This is an optimization exercise on Yosys and OpenROAD, whose aim is small area, a short achievable clock period and few clock cycles, not a production implementation. RTL that was checked went through simulation tests only; none was proved equivalent to the original. No activity file was given, so power comes from the tool's default toggle rates.

==> inputs of branch xenon <==
==> flow/design.v <==
module pzip_packer (
    input  wire       clk,
    input  wire       rst,
    input  wire       in_valid,
    output wire       in_ready,
    input  wire [7:0] in_data,
    input  wire       in_last,
    output wire       out_valid,
    input  wire       out_ready,
    output wire [7:0] out_data,
    output reg        done,
    output reg  [3:0] tlen
);
    integer i;
    function automatic gtf(input [7:0] a, input [7:0] b);
        integer k;
        reg r;
        begin
            r = 1'b0;
            for (k = 0; k < 8; k = k + 1)
                r = (a[k] & ~b[k]) | (~(a[k] ^ b[k]) & r);
            gtf = r;
        end
    endfunction
    reg        ih_v, is_v;
    reg  [8:0] ih, is;
    wire       consume;
    wire       push_in = in_valid && in_rdy;
    reg        in_rdy;        
    assign in_ready = in_rdy;
    wire       ih_ld = !ih_v || consume;
    always @(posedge clk) begin
        if (rst) begin
            ih_v   <= 1'b0;
            is_v   <= 1'b0;
            in_rdy <= 1'b1;
        end else if (ih_ld) begin
            ih_v   <= is_v || push_in;
            is_v   <= 1'b0;
            in_rdy <= 1'b1;
        end else if (push_in) begin
            is_v   <= 1'b1;
            in_rdy <= 1'b0;
        end
    end
    always @(posedge clk) begin
        if (ih_ld)
            ih <= is_v ? is : {in_last, in_data};
        if (in_rdy)               
            is <= {in_last, in_data};
    end
    wire [7:0] x  = ih[7:0];
    wire       xl = ih[8];
    reg        ov, sv;
    reg  [7:0] ob, sb;
    wire       wpush;
    wire [7:0] wbyte;
    assign out_valid = ov;
    assign out_data  = ob;
    wire       wr_ok = !sv;
    wire       ob_ld = !ov || out_ready;
    always @(posedge clk) begin
        if (rst) begin
            ov <= 1'b0;
            sv <= 1'b0;
        end else if (ob_ld) begin
            ov <= sv || wpush;
            sv <= 1'b0;
        end else if (wpush) begin
            sv <= 1'b1;
        end
    end
    always @(posedge clk) begin
        if (ob_ld)
            ob <= sv ? sb : wbyte;
        if (!sv)                  
            sb <= wbyte;
    end
    reg  [7:0] sa [0:8];      
    reg  [3:0] rk [0:8];      
    reg  [3:0] rk_e [0:8];    
    reg  [3:0] qq;            
    reg        iq;            
    reg  [3:0] cnt;           
    reg        pkt_last;      
    reg        run_mode;
    reg  [7:0] rn;            
    reg  [7:0] m [0:9];       
    reg  [3:0] mc;            
    reg  [2:0]  rt;           
    reg  [3:0]  rc;           
    reg         rz;           
    reg  [29:0] za;           
    reg  [20:0] zd;           
    reg  [1:0]  zs;           
    reg         zb;           
    reg  [1:0]  zc;           
    reg         end_p;        
    reg  [3:0]  el;           
    wire       c_rle = (sa[0] == sa[8]);
    reg        c_raw;
    reg  [3:0] lo [1:8];      
    reg  [3:0] orv;
    reg        bw;
    always @(*) begin
        c_raw = 1'b0;
        orv   = 4'd0;
        for (i = 1; i < 9; i = i + 1) begin
            {bw, lo[i]} = {1'b0, sa[i][3:0]} - {1'b0, sa[i-1][3:0]};
            c_raw = c_raw | (bw ? (sa[i][7:4] != sa[i-1][7:4] + 4'd1)
                                : (sa[i][7:4] != sa[i-1][7:4]));
            orv   = orv | lo[i];
        end
    end
    wire [3:0] bb = {orv[3], !orv[3] & orv[2], !orv[3] & !orv[2] & orv[1],
                     !orv[3] & !orv[2] & !orv[1]};
    wire [3:0] b_p1 = {1'b0, bb[2] | bb[3], bb[0] | bb[1], bb[1] | bb[3]};   
    wire [2:0] b_p2 = {!bb[0], bb[0] | bb[3], bb[0] | bb[2]};                
    reg  [31:0] pk1, pk2, pk3, pk4;
    always @(*) begin
        pk1 = 32'd0; pk2 = 32'd0; pk3 = 32'd0; pk4 = 32'd0;
        for (i = 1; i < 9; i = i + 1) begin
            pk1[32-i]        = lo[i][0];
            pk2[33-2*i -: 2] = lo[i][1:0];
            pk3[34-3*i -: 3] = lo[i][2:0];
            pk4[35-4*i -: 4] = lo[i][3:0];
        end
    end
    wire [31:0] pdl = ({32{bb[0]}} & pk1) | ({32{bb[1]}} & pk2) |
                      ({32{bb[2]}} & pk3) | ({32{bb[3]}} & pk4);
    wire [9:0] zi = {rk_e[8], 6'd0} + {1'b0, rk_e[8], 5'd0} + {4'd0, rk_e[8], 2'd0}
                  + {3'd0, rk_e[7], 3'd0} + {5'd0, rk_e[7], 1'b0} + {6'd0, rk_e[6]};
    function automatic [6:0] pair(input [3:0] h, input [3:0] l);
        pair = {h, 3'd0} + {2'd0, h, 1'b0} + {3'd0, l};
    endfunction
    wire [29:0] hz = {za[23:0], 6'd0} + {1'b0, za[23:0], 5'd0} + {4'd0, za[23:0], 2'd0}
                   + {23'd0, zd[20:14]};
    localparam [2:0] E_IDLE = 3'd0, E_TAG = 3'd1, E_Z = 3'd2, E_M = 3'd3,
                     E_ET = 3'd4, E_EP = 3'd5, E_EM = 3'd6;
    reg  [2:0] ep;
    reg  [2:0] wn;            
    reg  [7:0] wl;            
    reg        dw;            
    reg        rec_p;
    wire [2:0] ep_e = (ep != E_IDLE) ? ep : (end_p && !dw) ? E_ET :
                      (rec_p && !end_p) ? E_TAG : E_IDLE;
    wire       t_merge = !(wn[2] && (wn[1] || wn[0]));        
    wire       wn_le5  = !(wn[2] && wn[1]);                    
    reg        ch_v;          
    reg  [10:0] ch;           
    reg  [3:0] ch_n;          
    reg        m_pop;
    always @(*) begin
        ch_v  = 1'b0;
        ch    = 11'd0;
        ch_n  = 4'd8;
        m_pop = 1'b0;
        case (ep_e)
            E_TAG: begin
                ch_v  = wr_ok;
                ch    = t_merge ? {rt, m[0]} : {rt, 8'd0};
                ch_n  = t_merge ? 4'd11 : 4'd3;
                m_pop = wr_ok && t_merge;
            end
            E_Z: begin
                ch_v = wr_ok && (zs == 2'd3);
                ch   = {((zc == 2'd0) ? {2'b00, za[29:24]} : za[29:22]), 3'd0};
            end
            E_M, E_EM: begin
                ch_v  = wr_ok;
                ch    = {m[0], 3'd0};
                m_pop = wr_ok;
            end
            E_ET: begin
                ch_v = wr_ok;
                ch   = 11'h700;
                ch_n = wn_le5 ? (4'd8 - {1'b0, wn}) : 4'd3;
            end
            E_EP: begin
                ch_v = wr_ok;
                ch   = 11'h000;
                ch_n = 4'd8 - {1'b0, wn};
            end
            default: ;
        endcase
    end
    wire [18:0] comb = {wl, 11'h000} | ({ch, 8'h00} >> wn);
    wire [4:0]  tot  = {2'b00, wn} + {1'b0, ch_n};
    assign wpush = ch_v && tot[3];
    assign wbyte = comb[18:11];
    wire full = (cnt == 4'd9);
    wire eq   = (x == sa[0]);
    wire early = (mc == 4'd10) && m_pop;
    wire hand  = !run_mode && full && !(end_p && pkt_last) && !zb && ((mc == 4'd9) || early);
    wire h_pd  = hand && !c_rle && !c_raw;
    wire h_raw = hand && c_raw;
    wire rle_go = hand && c_rle && !pkt_last;    
    wire rm = run_mode || rle_go;
    wire [7:0] rn_e = run_mode ? rn : 8'd9;
    wire r_more = (rn_e != 8'd255);
    wire r_ext  = rm && ih_v && eq && r_more;
    wire r_end  = (r_ext && xl && !end_p) || (ih_v && !(eq && r_more) && !(xl && end_p)) ||
                  (!ih_v && !r_more);
    wire rle_w  = (rm && r_end) || (hand && c_rle && pkt_last);
    wire [7:0] rle_n = (rm && r_ext) ? rn_e + 8'd1 : rn_e;
    wire m_space = m_pop || (mc != 4'd10);
    assign consume = ih_v && (
        run_mode ? ((r_ext && !xl) || r_end) :
        full     ? (hand && !pkt_last && !(xl && end_p)) :
                   (m_space && !(xl && end_p)));
    wire ins = consume && !r_ext;
    wire [3:0] cnt_e = (run_mode || full) ? 4'd0 : cnt;
    reg  [8:0] gt;
    always @(*) begin
        for (i = 0; i < 8; i = i + 1)
            gt[i] = (i >= cnt_e) || gtf(sa[i], x);
        gt[8] = 1'b1;
    end
    wire [3:0] q = {!gt[7],
                    !gt[3] & gt[7],
                    (!gt[1] & gt[3]) | (!gt[5] & gt[7]),
                    (!gt[0] & gt[1]) | (!gt[2] & gt[3]) | (!gt[4] & gt[5]) | (!gt[6] & gt[7]) | !gt[8]};
    reg  [3:0] rk_n [1:8];
    reg  [3:0] rk_p [1:8];
    always @(*) begin
        for (i = 1; i < 9; i = i + 1)
            rk_p[i] = rk[i] + 4'd1;
    end
    always @(*) begin
        for (i = 1; i < 9; i = i + 1)
            rk_n[i] = (rk[i] > qq) ? rk_p[i] : rk[i];
        for (i = 0; i < 8; i = i + 1)
            rk_e[i] = iq ? rk_n[i+1] : rk[i];
        rk_e[8] = iq ? qq + 4'd1 : rk[8];
    end
    wire [3:0] mc_p = mc - {3'd0, m_pop};
    wire [3:0] mc_k = h_pd   ? b_p1 :
                      rle_w  ? 4'd2 :
                      rle_go ? 4'd0 : mc_p;
    reg  [9:0] xs_p;
    always @(*) begin
        for (i = 0; i < 10; i = i + 1)
            xs_p[i] = m_pop ? (mc == i + 1) : (mc == i);
    end
    wire [9:0] xs_d = {4'd0, orv[3], !orv[3] & orv[2], !orv[3] & !orv[2] & orv[1],
                       !orv[3] & !orv[2] & !orv[1], 2'd0};
    wire [9:0] xs = h_pd ? xs_d : rle_w ? 10'd4 : xs_p;
    always @(posedge clk) begin
        if (ins) begin
            for (i = 0; i < 9; i = i + 1)
                if (gt[i])
                    sa[i] <= (i == 0) ? x : (gt[i-1] ? sa[i-1] : x);
        end
        if (iq) begin
            for (i = 0; i < 8; i = i + 1)
                rk[i] <= rk_n[i+1];
            rk[8] <= qq + 4'd1;
        end
        qq <= q;
        for (i = 0; i < 10; i = i + 1) begin
            if (ih_v && xs[i])
                m[i] <= x;
            else if (h_pd && i < 5)
                m[i] <= (i == 0) ? sa[0] : pdl[39-8*i -: 8];
            else if (rle_w && i < 2)
                m[i] <= (i == 0) ? rle_n : sa[0];
            else if (m_pop && i < 9)
                m[i] <= m[i+1];
        end
    end
    wire fire = dw && !sv && (!ov || out_ready);
    wire rec = h_pd || h_raw || rle_w;
    always @(posedge clk) begin
        if (rst) begin
            cnt      <= 4'd0;
            pkt_last <= 1'b0;
            run_mode <= 1'b0;
            mc       <= 4'd0;
            zb       <= 1'b0;
            end_p    <= 1'b0;
            ep       <= E_IDLE;
            wn       <= 3'd0;
            wl       <= 8'd0;
            done     <= 1'b0;
            dw       <= 1'b0;
            iq       <= 1'b0;
            rec_p    <= 1'b0;
        end else begin
            iq <= ins;
            mc <= mc_k + {3'd0, ins};
            if (ins)
                cnt <= (xl && cnt_e != 4'd8) ? 4'd0 : cnt_e + 4'd1;
            else if (hand)
                cnt <= 4'd0;
            if (ins && xl && cnt_e == 4'd8)
                pkt_last <= 1'b1;
            else if (hand)
                pkt_last <= 1'b0;
            if (rm)
                run_mode <= !r_end;
            if (h_pd)
                zb <= 1'b1;
            else if (ep_e == E_Z && ch_v && zc == 2'd3)
                zb <= 1'b0;
            if ((ins && xl && cnt_e != 4'd8) || (hand && pkt_last) || (rm && r_end && r_ext))
                end_p <= 1'b1;
            else if (fire)
                end_p <= 1'b0;
            done <= fire;
            if (fire)
                dw <= 1'b0;
            else if (ch_v && ((ep_e == E_ET && wn_le5 && el == 4'd0) ||
                              (ep_e == E_EP && el == 4'd0) ||
                              (ep_e == E_EM && rc == 4'd1)))
                dw <= 1'b1;
            if (rec && end_p)
                rec_p <= 1'b1;
            else if (ep == E_IDLE && ep_e == E_TAG && ch_v)
                rec_p <= 1'b0;
            if (ch_v) begin
                wn <= tot[2:0];
                wl <= tot[3] ? comb[10:3] : comb[18:11];
            end
            if (rec && !end_p)
                ep <= E_TAG;
            else case (ep_e)
                E_TAG: if (ch_v)
                    ep <= E_M;
                E_M: if (ch_v && rc == 4'd1)
                    ep <= rz ? E_Z : E_IDLE;
                E_Z: if (ch_v && zc == 2'd3)
                    ep <= E_IDLE;
                E_ET: if (ch_v)
                    ep <= !wn_le5 ? E_EP : (el == 4'd0) ? E_IDLE : E_EM;
                E_EP: if (ch_v)
                    ep <= (el == 4'd0) ? E_IDLE : E_EM;
                E_EM: if (ch_v && rc == 4'd1)
                    ep <= E_IDLE;
                default: ;
            endcase
        end
    end
    always @(posedge clk) begin
        if (ins && xl && cnt_e != 4'd8)
            el <= cnt_e + 4'd1;
        else if ((hand && pkt_last) || (rm && r_end && r_ext))
            el <= 4'd0;
        tlen <= el;               
        rn <= (r_ext && !xl) ? rn_e + 8'd1 : rn_e;    
        if (rec) begin
            rt <= h_pd ? b_p2 : h_raw ? 3'd1 : 3'd0;
            rc <= h_pd ? b_p1 : h_raw ? 4'd9 : 4'd2;
            rz <= h_pd;
        end else if ((ep_e == E_ET || ep_e == E_EP) && !rec_p)
            rc <= el;
        else if (m_pop)
            rc <= rc - 4'd1;
        zd <= h_pd ? {pair(rk_e[5], rk_e[4]), pair(rk_e[3], rk_e[2]), pair(rk_e[1], rk_e[0])}
                   : {zd[13:0], 7'd0};
        if (h_pd) begin
            za <= {20'd0, zi};
            zs <= 2'd0;
            zc <= 2'd0;
        end else if (zs != 2'd3) begin
            za <= hz;
            zs <= zs + 2'd1;
        end else if (ep_e == E_Z && ch_v) begin
            za <= (zc == 2'd0) ? {za[23:0], 6'd0} : {za[21:0], 8'd0};
            zc <= zc + 2'd1;
        end
    end
endmodule
==> flow/flow/run.sh <==
#!/bin/bash
# The standard layout, with the port buffers made of buf_4 cells instead of
# the cell buffer_ports picks by itself (a slow delay buffer on sky130hd).
set -euo pipefail
bash standard.sh 'BUFFER_PORTS_ARGS=-buffer_cell sky130_fd_sc_hd__buf_4' finish > standard_flow.log 2>&1
==> flow/standard.sh <==
#!/bin/bash
# synth_recipe.tcl (not shown) runs the flow's synth.tcl, then flattens the netlist and writes it again
# the make line also repeats each setting of config.mk as NAME=value (left out here)
make -C /OpenROAD-flow-scripts/flow DESIGN_CONFIG=/design/flow/config.mk WORK_HOME=/design/flow/orfs CLKGATE_MAP_FILE= SYNTH_SCRIPT=/design/flow/synth_recipe.tcl "${@:-finish}"
==> flow/config.mk <==
export PLATFORM = sky130hd
export DESIGN_NAME = pzip_packer
export DESIGN_NICKNAME = pzip_packer
export VERILOG_FILES = /design/flow/design.v
export SDC_FILE = /design/flow/constraint.sdc
export NUM_CORES = 4
export LEC_CHECK = 0
export CAP_MARGIN = 20
export CORE_MARGIN = 2
export CORE_UTILIZATION = 40
export CTS_BUF_LIST = sky130_fd_sc_hd__clkbuf_16
export CTS_CLUSTER_DIAMETER = 100
export CTS_CLUSTER_SIZE = 26
export SLEW_MARGIN = 20
==> flow/constraint.sdc <==
create_clock -name core_clock -period 23.0 [get_ports {clk}]
set_input_delay 4.6000 -clock core_clock [delete_from_list [all_inputs] [get_ports {clk}]]
set_output_delay 4.6000 -clock core_clock [all_outputs]
set_load 0.01 [all_outputs]
==> branch sierra: changes against branch xenon <==
--- a/flow/design.v
+++ b/flow/design.v
@@ -48,3 +48,3 @@
             ih <= is_v ? is : {in_last, in_data};
-        if (in_rdy)               
+        if (!ih_ld && push_in)
             is <= {in_last, in_data};
@@ -239,7 +239,10 @@
                       rle_go ? 4'd0 : mc_p;
-    reg  [9:0] xs_p;
+    reg  [9:0] xs_0, xs_1;
     always @(*) begin
-        for (i = 0; i < 10; i = i + 1)
-            xs_p[i] = m_pop ? (mc == i + 1) : (mc == i);
+        for (i = 0; i < 10; i = i + 1) begin
+            xs_0[i] = (mc == i);
+            xs_1[i] = (mc == i + 1);
+        end
     end
+    wire [9:0] xs_p = m_pop ? xs_1 : xs_0;
     wire [9:0] xs_d = {4'd0, orv[3], !orv[3] & orv[2], !orv[3] & !orv[2] & orv[1],
==> impl_metrics.py <==
metrics = {
    "place": {
        "place_congestion": 0.9015,
    },
    "floorplanning": {
        "die_w_um": 247.6,
    },
    "layout": {
        "fin_util": 0.4305,
        "syn_to_final_growth_pct": 6.676,
    },
    "global_routing": {
        "use_met3": 0.02152,
        "grt_pass1_vias": 17940,
    },
    "synthesis": {
        "yosys-top-cells-area": "edfxtp_1, ha_1, dfxtp_1, mux2i_1, nand2_1",
        "synthesis.nets": 2762,
        "synth-simple-area-share": 0.1454,
    },
    "hold_path": {
        "hp-start": "zd[13]$_DFF_P_",
    },
    "route": {
        "wl_um": 62550,
    },
    "run_status": {
        "status": "timing/DRC/antenna clean",
    },
    "worst_setup_path": {
        "crit_slowest_cell": "edfxtp_1",
    },
    "power": {
        "p_clk_uw": 376,
    },
    "timing": {
        "worstMarginPinSlew_ns": 0.9655,
    },
}
[end of results for branch sierra]
==> impl_metrics.py <==
metrics = {
    "global_routing": {
        "grt_pass1_vias": 18180,
        "use_met3": 0.02341,
    },
    "layout": {
        "inv_count": 127,
        "fin_util": 0.4345,
        "syn_to_final_growth_pct": 7.018,
    },
    "worst_setup_path": {
        "crit_end": "in_ready",
        "crit_slowest_cell": "dfxtp_1",
    },
    "synthesis": {
        "synthesis.nets": 2745,
        "yosys-top-cells-area": "edfxtp_1, ha_1, dfxtp_1, mux2i_1, a21oi_1",
        "synth-simple-area-share": 0.1298,
    },
    "place": {
        "place_congestion": 0.9345,
    },
    "timing": {
        "worstMarginPinSlew_ns": 1.004,
    },
    "route": {
        "wl_um": 64080,
    },
    "floorplanning": {
        "die_w_um": 249.2,
    },
    "hold_path": {
        "hp-start": "zd[6]$_SDFF_PN0_",
    },
    "run_status": {
        "status": "timing/DRC/antenna clean",
    },
}
[end of results for branch xenon]
Testbench counts of branch sierra, summed over its fixed seeds: cycles 39,539.
No functional check of the RTL was part of branch xenon.

-- what the ideal ports hide --
The flow's constraints put no driver on any port. The routed layouts listed below were extracted and timed again, unchanged, in two steps.
Step 1 sets driving cells, clkbuf_16 on the clock port and buf_2 on the other inputs (assumed; they add their load-dependent delay and slew).
Step 2 adds t to the input delays and takes it off the output delays; t is the mean of the earliest and latest rising clock arrival at the registers after step 1. Input paths then give back, and output paths get back, about the clock's delay inside the block.
Three values: no drivers, after step 1, after step 2; two values: the first two.
| run | t, ns | setup slack, ns | worst data-port slew with drivers (ns) | pins driven straight from the clock port |
|---|---|---|---|---|
| branch xenon | 0.595 | 16.953 / 16.895 / 17.162 | 0.04 | 1 |
| branch sierra | 0.604 | 17.313 / 17.254 / 17.235 | 0.04 | 1 |
After both steps every run listed still meets setup and hold. The setup slack of branch sierra, which loses most, moves by -0.059 ns with the drivers and by -0.078 ns with both steps.
